What follows belongs to an exercise in optimizing a design on an open flow for a short achievable clock period and few clock cycles; a production flow would make more cautious choices.
The RTL was checked by simulation tests, not by an equivalence proof against the original design.
Power and IR drop assume default switching activity.

==> flow/config.mk <==
export PLATFORM = sky130hd
export DESIGN_NAME = xbee_rx_engine
export DESIGN_NICKNAME = xbee_rx_engine
export VERILOG_FILES = /design/flow/design.v
export SDC_FILE = /design/flow/constraint.sdc
export NUM_CORES = 4
export LEC_CHECK = 0
export CAP_MARGIN = 20
export CORE_MARGIN = 2
export CORE_UTILIZATION = 40
export SLEW_MARGIN = 20
==> flow/constraint.sdc <==
create_clock -name core_clock -period 10.0 [get_ports {clk}]
set_input_delay 2.0000 -clock core_clock [delete_from_list [all_inputs] [get_ports {clk}]]
set_output_delay 2.0000 -clock core_clock [all_outputs]
set_load 0.01 [all_outputs]
==> flow/design.v <==
module xbee_rx_engine (
    input  wire        clk,
    input  wire        rst,
    input  wire [7:0]  in_data,
    input  wire        in_valid,
    output wire        in_ready,
    input  wire        eos,           
    output wire [7:0]  out_data,
    output wire        out_valid,
    input  wire        out_ready,
    output wire        out_last,
    output wire [2:0]  out_route,
    output wire        done,
    output wire [15:0] frames,
    output wire [15:0] noise_bytes,
    output wire [15:0] bad_cksum,
    output wire [15:0] truncated,
    output wire [15:0] too_long
);
    localparam [7:0] DELIM = 8'h7E;
    localparam integer H   = 64;      
    localparam integer NS  = H + 1;   
    localparam [2:0] R_RX      = 3'd0;
    localparam [2:0] R_AT_RESP = 3'd1;
    localparam [2:0] R_TX_STAT = 3'd2;
    localparam [2:0] R_RAT_RSP = 3'd3;
    localparam [2:0] R_UNKNOWN = 3'd4;
    localparam [2:0] R_BAD_LEN = 3'd5;
    reg  rst_r;
    always @(posedge clk) rst_r <= rst;
    wire rst_any = rst | rst_r;
    reg        ir;          
    reg  [7:0] in_reg;
    reg        in_v;        
    reg        eos_r;
    reg        dadv;        
    reg  [6:0] dcnt;        
    wire adv = in_v | dadv;
    always @(posedge clk) begin
        in_reg <= in_data;
        eos_r  <= eos & ~rst_any;
        in_v   <= in_valid & ir & ~rst_any;
    end
    reg  [7:0] dat [0:NS-1];
    reg        vld [0:NS-1];
    reg        pnd [4:NS-1];    
    reg        okk [4:NS-1];    
    reg        bad [4:NS-1];    
    reg        trn [4:NS-1];    
    reg        tln [4:NS-1];    
    reg  [5:0] len [4:NS-1];
    reg  [7:0] tgt [4:NS-1];    
    reg  [2:0] rte [4:NS-1];
    reg  [7:0] s0;    
    reg  [7:0] s1;    
    wire        d3     = vld[3] && dat[3] == DELIM;
    wire [15:0] l3     = {dat[2], dat[1]};
    wire        long3  = (dat[2] != 8'd0) || (dat[1] > 8'd60);
    wire        zero3  = (dat[1] == 8'd0);
    wire [7:0]  typ3   = dat[0];
    reg  [2:0]  rt3;
    always @(*) begin
        if (zero3)
            rt3 = R_UNKNOWN;
        else case (typ3)
            8'h90:   rt3 = (dat[1] >= 8'd12) ? R_RX      : R_BAD_LEN;
            8'h88:   rt3 = (dat[1] >= 8'd5)  ? R_AT_RESP : R_BAD_LEN;
            8'h8B:   rt3 = (dat[1] == 8'd7)  ? R_TX_STAT : R_BAD_LEN;
            8'h97:   rt3 = (dat[1] >= 8'd15) ? R_RAT_RSP : R_BAD_LEN;
            default: rt3 = R_UNKNOWN;
        endcase
    end
    integer k;
    always @(posedge clk) begin
        if (adv) begin
            dat[0] <= in_reg;
            for (k = 1; k < NS; k = k + 1)
                dat[k] <= dat[k-1];
            len[4] <= dat[1][5:0];
            tgt[4] <= s1 - 8'd1;
            rte[4] <= rt3;
            pnd[4] <= d3 && vld[0] && !long3 && !zero3;
            okk[4] <= d3 && vld[0] && !long3 && zero3 && dat[0] == 8'hFF;
            bad[4] <= d3 && vld[0] && !long3 && zero3 && dat[0] != 8'hFF;
            trn[4] <= d3 && !vld[0];
            tln[4] <= d3 && vld[0] && long3;
            for (k = 4; k < H; k = k + 1) begin
                len[k+1] <= len[k];
                tgt[k+1] <= tgt[k];
                rte[k+1] <= rte[k];
                tln[k+1] <= tln[k];
                pnd[k+1] <= pnd[k] && vld[0] && (len[k] != k - 3);
                okk[k+1] <= okk[k] || (pnd[k] && vld[0] && (len[k] == k - 3) && s0 == tgt[k]);
                bad[k+1] <= bad[k] || (pnd[k] && vld[0] && (len[k] == k - 3) && s0 != tgt[k]);
                trn[k+1] <= trn[k] || (pnd[k] && !vld[0]);
            end
        end
    end
    always @(posedge clk) begin
        if (rst_r) begin
            for (k = 0; k < NS; k = k + 1)
                vld[k] <= 1'b0;
            s0 <= 8'd0;
            s1 <= 8'd0;
        end else if (adv) begin
            vld[0] <= in_v;
            for (k = 1; k < NS; k = k + 1)
                vld[k] <= vld[k-1];
            s1 <= s0;
            if (in_v)
                s0 <= s0 + in_reg;
        end
    end
    reg  [5:0]  skip;       
    reg  [2:0]  route;
    reg  [15:0] frames_r;
    reg  [15:0] noise_r;
    reg  [15:0] badck_r;
    reg  [15:0] trunc_r;
    reg  [15:0] toolong_r;
    wire       hd    = adv && vld[H];
    wire       in_fr = (skip != 6'd0);
    wire       wr    = hd && in_fr && (skip != 6'd1);    
    wire [11:0] wbeat = {route, (skip == 6'd2), dat[H]};
    always @(posedge clk) begin
        if (rst_r) begin
            skip      <= 6'd0;
            route     <= R_UNKNOWN;
            frames_r  <= 16'd0;
            noise_r   <= 16'd0;
            badck_r   <= 16'd0;
            trunc_r   <= 16'd0;
            toolong_r <= 16'd0;
        end else if (hd) begin
            if (in_fr) begin
                skip <= skip - 6'd1;
            end else if (okk[H]) begin
                skip     <= len[H] + 6'd3;
                route    <= rte[H];
                frames_r <= frames_r + 16'd1;
            end else begin
                noise_r <= noise_r + 16'd1;
                if (bad[H]) badck_r   <= badck_r + 16'd1;
                if (trn[H]) trunc_r   <= trunc_r + 16'd1;
                if (tln[H]) toolong_r <= toolong_r + 16'd1;
            end
        end
    end
    reg  [11:0] fmem [0:15];
    reg  [3:0]  fwp;
    reg  [3:0]  frp;
    reg  [4:0]  fcnt;
    reg         ov;
    reg  [11:0] obeat;
    wire        oload = !ov || out_ready;
    wire        fne   = (fcnt != 5'd0);
    wire        take  = oload && fne;
    always @(posedge clk) begin
        if (wr)
            fmem[fwp] <= wbeat;
    end
    always @(posedge clk) begin
        if (oload)
            obeat <= fmem[frp];
    end
    always @(posedge clk) begin
        if (rst_any) begin
            ov <= 1'b0;
        end else if (oload) begin
            ov <= fne;
        end
    end
    always @(posedge clk) begin
        if (rst_r) begin
            fwp  <= 4'd0;
            frp  <= 4'd0;
            fcnt <= 5'd0;
        end else begin
            if (wr)
                fwp <= fwp + 4'd1;
            if (take)
                frp <= frp + 4'd1;
            fcnt <= fcnt + {4'd0, wr} - {4'd0, take};
        end
    end
    reg  done_r;
    wire [6:0] dcnt_nx = dcnt - {6'd0, dadv};
    always @(posedge clk) begin
        if (rst_any) begin
            ir     <= 1'b0;
            done_r <= 1'b0;
        end else begin
            ir     <= (fcnt < 5'd8);
            done_r <= done_r || (eos_r && dcnt == 7'd0 && !fne && (!ov || out_ready));
        end
    end
    always @(posedge clk) begin
        if (rst_r) begin
            dcnt <= NS[6:0];
            dadv <= 1'b0;
        end else begin
            dcnt <= dcnt_nx;
            dadv <= eos_r && (dcnt_nx != 7'd0) && (fcnt < 5'd8);
        end
    end
    assign in_ready  = ir;
    assign out_valid = ov;
    assign out_data  = obeat[7:0];
    assign out_last  = obeat[8];
    assign out_route = obeat[11:9];
    assign done        = done_r;
    assign frames      = frames_r;
    assign noise_bytes = noise_r;
    assign bad_cksum   = badck_r;
    assign truncated   = trunc_r;
    assign too_long    = toolong_r;
endmodule
==> flow/run.sh <==
#!/bin/bash
# synth_recipe.tcl (not shown) runs the flow's synth.tcl, then flattens the netlist and writes it again
# the make line also repeats each setting of config.mk as NAME=value (left out here)
make -C /OpenROAD-flow-scripts/flow DESIGN_CONFIG=/design/flow/config.mk WORK_HOME=/design/flow/orfs CLKGATE_MAP_FILE= SYNTH_SCRIPT=/design/flow/synth_recipe.tcl finish
==> impl_metrics.ini <==
[status]
outcome = no timing/DRC/antenna violations

[grt]
antenna_found_initial = 0
first_global_vias = 34324
grt_first_pass_wirelength_um = 195000
grt_max_degree = 220
grt_overflow_total = 0
grt_usage = 0.138

[place]
postPlaceCellArea_mm2 = 0.0742
globalplace.congestion = 0.748
port_buffers = 107
hpwl_um = 73200
placed_cells_incl_taps = 6467

[synthesis]
netlist_area_mm2 = 0.0704
synth_cell_types = 67
yosysWarningCount = 11
synth.avg_cell_area_um2 = 17.0
synth_seq_area_share = 0.780
yosys_most_used_dff = sky130_fd_sc_hd__edfxtp_1
postSynthCellCount = 4147
synth_seq_cells = 1896
synth_async_sr_flop_share = 0
net_count_after_synthesis = 4193
synth-edff-count = 1691

[clock_tree]
cts_sinks = 1896
tritoncts = done
postCtsSetupRepairBufs = 0
cts_repair_resize_count = 0
clk_latency_ns = 0.81
clock_transition_at_the_register_clock_pins_on_the_worst_setup_and_hold_paths_after_cts_ns = 0.06
cts-root-buf = sky130_fd_sc_hd__clkbuf_16
clock_tree_buf_depth = 3
cts-buffers-inserted = 187
h-tree-depth = 4
post_cts_hold_buffer_count = 0

[floorplanning]
placement_rows = 153
fp.dieW_um = 423
initial_standard_cell_utilization_of_the_core = 0.404
fp.coreArea_mm2 = 0.174
top_level_ports = 108
die_height_um = 423
floorplan.die_area_mm2 = 0.179

[power_and_ir_drop]
p_total_w = 0.0165
pwr_density_cell_mw_per_mm2 = 206
worst_ir_drop_vdd_v = 0.000138
power.leakage_nw = 24.5

[timing]
hold_viol_final = 0
rsz_0062_raised_after_global_routing = no
achievable-frequency_ghz = 0.233
setup_viol = 0
min_period_ns = 4.29
worst_slew_pin_slew_ns = 1.06
timing.max_slew.rel_slack = 0.292
slew_viol_final = 0
accumulated_negative_setup_slack_ns = 0
skew_ns = 0.0188
layout_worst_path_cycle_share = 0.429

[drt]
initialDrtViolationCount = 2834
drcViolationCount = 0
via_count = 34705
firstDrtPassIters = 5
post_route_antenna_net_violation_count = 0
detail_route.wirelength_um = 125000
drt-wirelength-per-cell_um = 18.4
vias_per_cell = 5.09

[setup_path]
worst_r2r_startpoint = in_v
setup.worst_path.end_class = flip-flop
crit_family = buffers and inverters
crit_chain = nor2_4, buf_4, inv_8, buf_12, buf_16, buf_4
worstPathBufferInverterCount = 5
startpoint = in_v
criticalPathCategory = reg -> reg
worst_setup_path_start_kind = flip-flop
timing.critical_path.mode_cell = sky130_fd_sc_hd__buf_4
crit_path_max_incr_delay_ns = 0.75
cp.required_ns = 10.42
worst_ep_arrival_time_ns = 4.72
crit_path_max_fanout = 148
critical-path-slowest-cell = sky130_fd_sc_hd__buf_4

[final_layout]
share_of_final_layout_standard_cells_stronger_than_drive_strength_1 = 0.102
reg.largest.list = dat x520, tgt x480, fmem x192
instances_no_fill = 6816
nNetsFinal = 4378
final_cell_mix = sky130_fd_sc_hd__edfxtp_1 (1691), sky130_fd_sc_hd__xor2_1 (491), sky130_fd_sc_hd__nand2_1 (318), sky130_fd_sc_hd__dfxtp_1 (192), sky130_fd_sc_hd__clkbuf_16 (187)
area_growth_syn_to_layout_pct = 14.0
largest_register_ffs = 520
fillCellCount = 14779
final_area_mm2 = 0.0802
most_common_cell_after_layout_fill_and_taps_aside = sky130_fd_sc_hd__edfxtp_1
registers.top_by_ff_count = dat

[min_path]
worstHoldPathType = reg -> reg
worst_hold_startpoint = rte[45][0]

[job]
timing.max_cap.violations = 0
-- cell type report --
| cell class | instances | area [µm²] | share of cell area |
|---|---|---|---|
| inverter | 52 | 203 | 0.00253 |
| timing repair buffer | 146 | 1460 | 0.0182 |
| clock inverter | 100 | 968 | 0.0121 |
| multi-input combinational | 2049 | 14800 | 0.184 |
| antenna | 1 | 2.50 | 0.0000312 |
| tap | 2325 | 2910 | 0.0363 |
| sequential | 1896 | 54900 | 0.685 |
| clock buffer | 247 | 4980 | 0.0621 |
-- worst register-to-register path, cell delays in order (launching register included) --
cell and delay [ns]:
sky130_fd_sc_hd__dfxtp_1 0.73, sky130_fd_sc_hd__nor2_4 0.07, sky130_fd_sc_hd__buf_4 0.35, sky130_fd_sc_hd__inv_8 0.76
sky130_fd_sc_hd__buf_12 0.46, sky130_fd_sc_hd__buf_16 0.48, sky130_fd_sc_hd__buf_4 0.99
-- power breakdown --
part	total (W)	internal, W	switching (W)
Clock	0.00678	0.00382	0.00296
Sequential	0.00904	0.00889	0.000149
Combinational	0.000670	0.000235	0.000436
-- Yosys cell counts (5+ instances only) --
library cell	instances	area share
sky130_fd_sc_hd__edfxtp_1	1691	0.72
sky130_fd_sc_hd__xor2_1	491	0.061
sky130_fd_sc_hd__nand2_1	318	0.017
sky130_fd_sc_hd__dfxtp_1	205	0.058
sky130_fd_sc_hd__a21oi_1	146	0.010
sky130_fd_sc_hd__nor4_1	140	0.012
sky130_fd_sc_hd__nor2_1	127	0.0068
sky130_fd_sc_hd__a21o_1	111	0.012
sky130_fd_sc_hd__clkbuf_1	105	0.0056
sky130_fd_sc_hd__mux4_2	60	0.019
sky130_fd_sc_hd__nand3_1	60	0.0043
sky130_fd_sc_hd__or4_1	57	0.0061
sky130_fd_sc_hd__inv_1	50	0.0027
sky130_fd_sc_hd__a31o_2	48	0.0060
sky130_fd_sc_hd__buf_1	43	0.0023
sky130_fd_sc_hd__o31ai_1	41	0.0044
sky130_fd_sc_hd__nor3_1	33	0.0023
sky130_fd_sc_hd__ha_1	31	0.0055
sky130_fd_sc_hd__nand4_1	31	0.0028
sky130_fd_sc_hd__xnor2_1	27	0.0034
sky130_fd_sc_hd__a31oi_1	26	0.0023
sky130_fd_sc_hd__o21ai_0	26	0.0018
sky130_fd_sc_hd__nor2b_1	23	0.0020
sky130_fd_sc_hd__nor4b_1	21	0.0026
sky130_fd_sc_hd__or3_1	19	0.0017
sky130_fd_sc_hd__and3_1	18	0.0016
sky130_fd_sc_hd__and4_1	18	0.0022
sky130_fd_sc_hd__and2_1	17	0.0015
sky130_fd_sc_hd__nor4bb_1	16	0.0023
sky130_fd_sc_hd__o21bai_1	16	0.0017
sky130_fd_sc_hd__nand4b_1	11	0.0014
sky130_fd_sc_hd__a41o_1	10	0.0014
sky130_fd_sc_hd__mux2i_1	10	0.0014
sky130_fd_sc_hd__nand2b_1	10	0.00089
sky130_fd_sc_hd__nand3b_1	10	0.0011
sky130_fd_sc_hd__mux2_2	9	0.0014
sky130_fd_sc_hd__nor3b_1	9	0.00096
sky130_fd_sc_hd__a211oi_1	7	0.00075
sky130_fd_sc_hd__o21a_1	5	0.00053
-- stage by stage --
stage / setup WS (ns) / utilization / hold slack (ns)
3_5_place_dp: 5.44 / 0.426 / 0.405
2_1_floorplan: 1.49 / - / 0.400
5_1_grt: 5.47 / 0.460 / 0.414
4_1_cts: 5.86 / 0.460 / 0.411
6_report: 5.71 / 0.460 / 0.407
3_3_place_gp: 5.40 / 0.426 / 0.400
-- logic make-up (layout without fill, tap and decap cells) --
logic type | Yosys count | after routing | synth area share
compound gates | 462 | 462 | 0.0444
xor+xnor | 518 | 518 | 0.0645
fa+ha+maj | 33 | 33 | 0.00608
buf+inv | 202 | 545 | 0.0110
flops | 1896 | 1896 | 0.780
mux | 79 | 79 | 0.0221
other cells | 0 | 1 | 0
simple gates | 957 | 957 | 0.0723
-- path summary, 6_finish.rpt --
check | to | slack [ns] | depth (start not counted)
worst min register to register | rte[46][0] | 0.41 | 0
worst max register to register | tgt[12][4] | 5.71 | 6
worst max-delay path | tgt[12][4] | 5.71 | 6
worst min-delay path | rte[46][0] | 0.41 | 0
-- metal layers --
metal,GRT usage,vias up,wire [µm],part of all wire
li1,-,16219,-,-
met3,0.0252,179,5340,0.043
met5,0,-,0,0
met2,0.224,622,60100,0.48
met1,0.189,17685,57100,0.46
met4,0.0420,0,2580,0.021
Testbench counts, summed over its fixed seeds: cycles 65,994.

## port drivers added, routing unchanged
No port has a modelled driver above. Below, the same layout with a new extraction and two added sets of constraints.
Step 1 sets driving cells, clkbuf_16 on the clock port and buf_2 on the other inputs (assumed; they add their load-dependent delay and slew).
Step 2 moves the port delays by t, midway between the first and last clock arrival at a register: inputs arrive t later, outputs are due t later. That takes back most of the time a late clock gives input paths.
a / b / c = ideal ports / drivers / drivers and shift; a / b = the first two.
t (ns): 0.879
setup WS [ns]: 5.706 / 5.706 / 5.409
hold WS [ns]: 0.407 / 0.407 / 0.407
slew at the worst register clock pin (ns): 0.07 / 0.07
pins driven straight from the clock port: 1
After both steps setup and hold are still met in this run. The setup slack of this run moves by 0.000 ns with the drivers and by -0.297 ns with both steps.
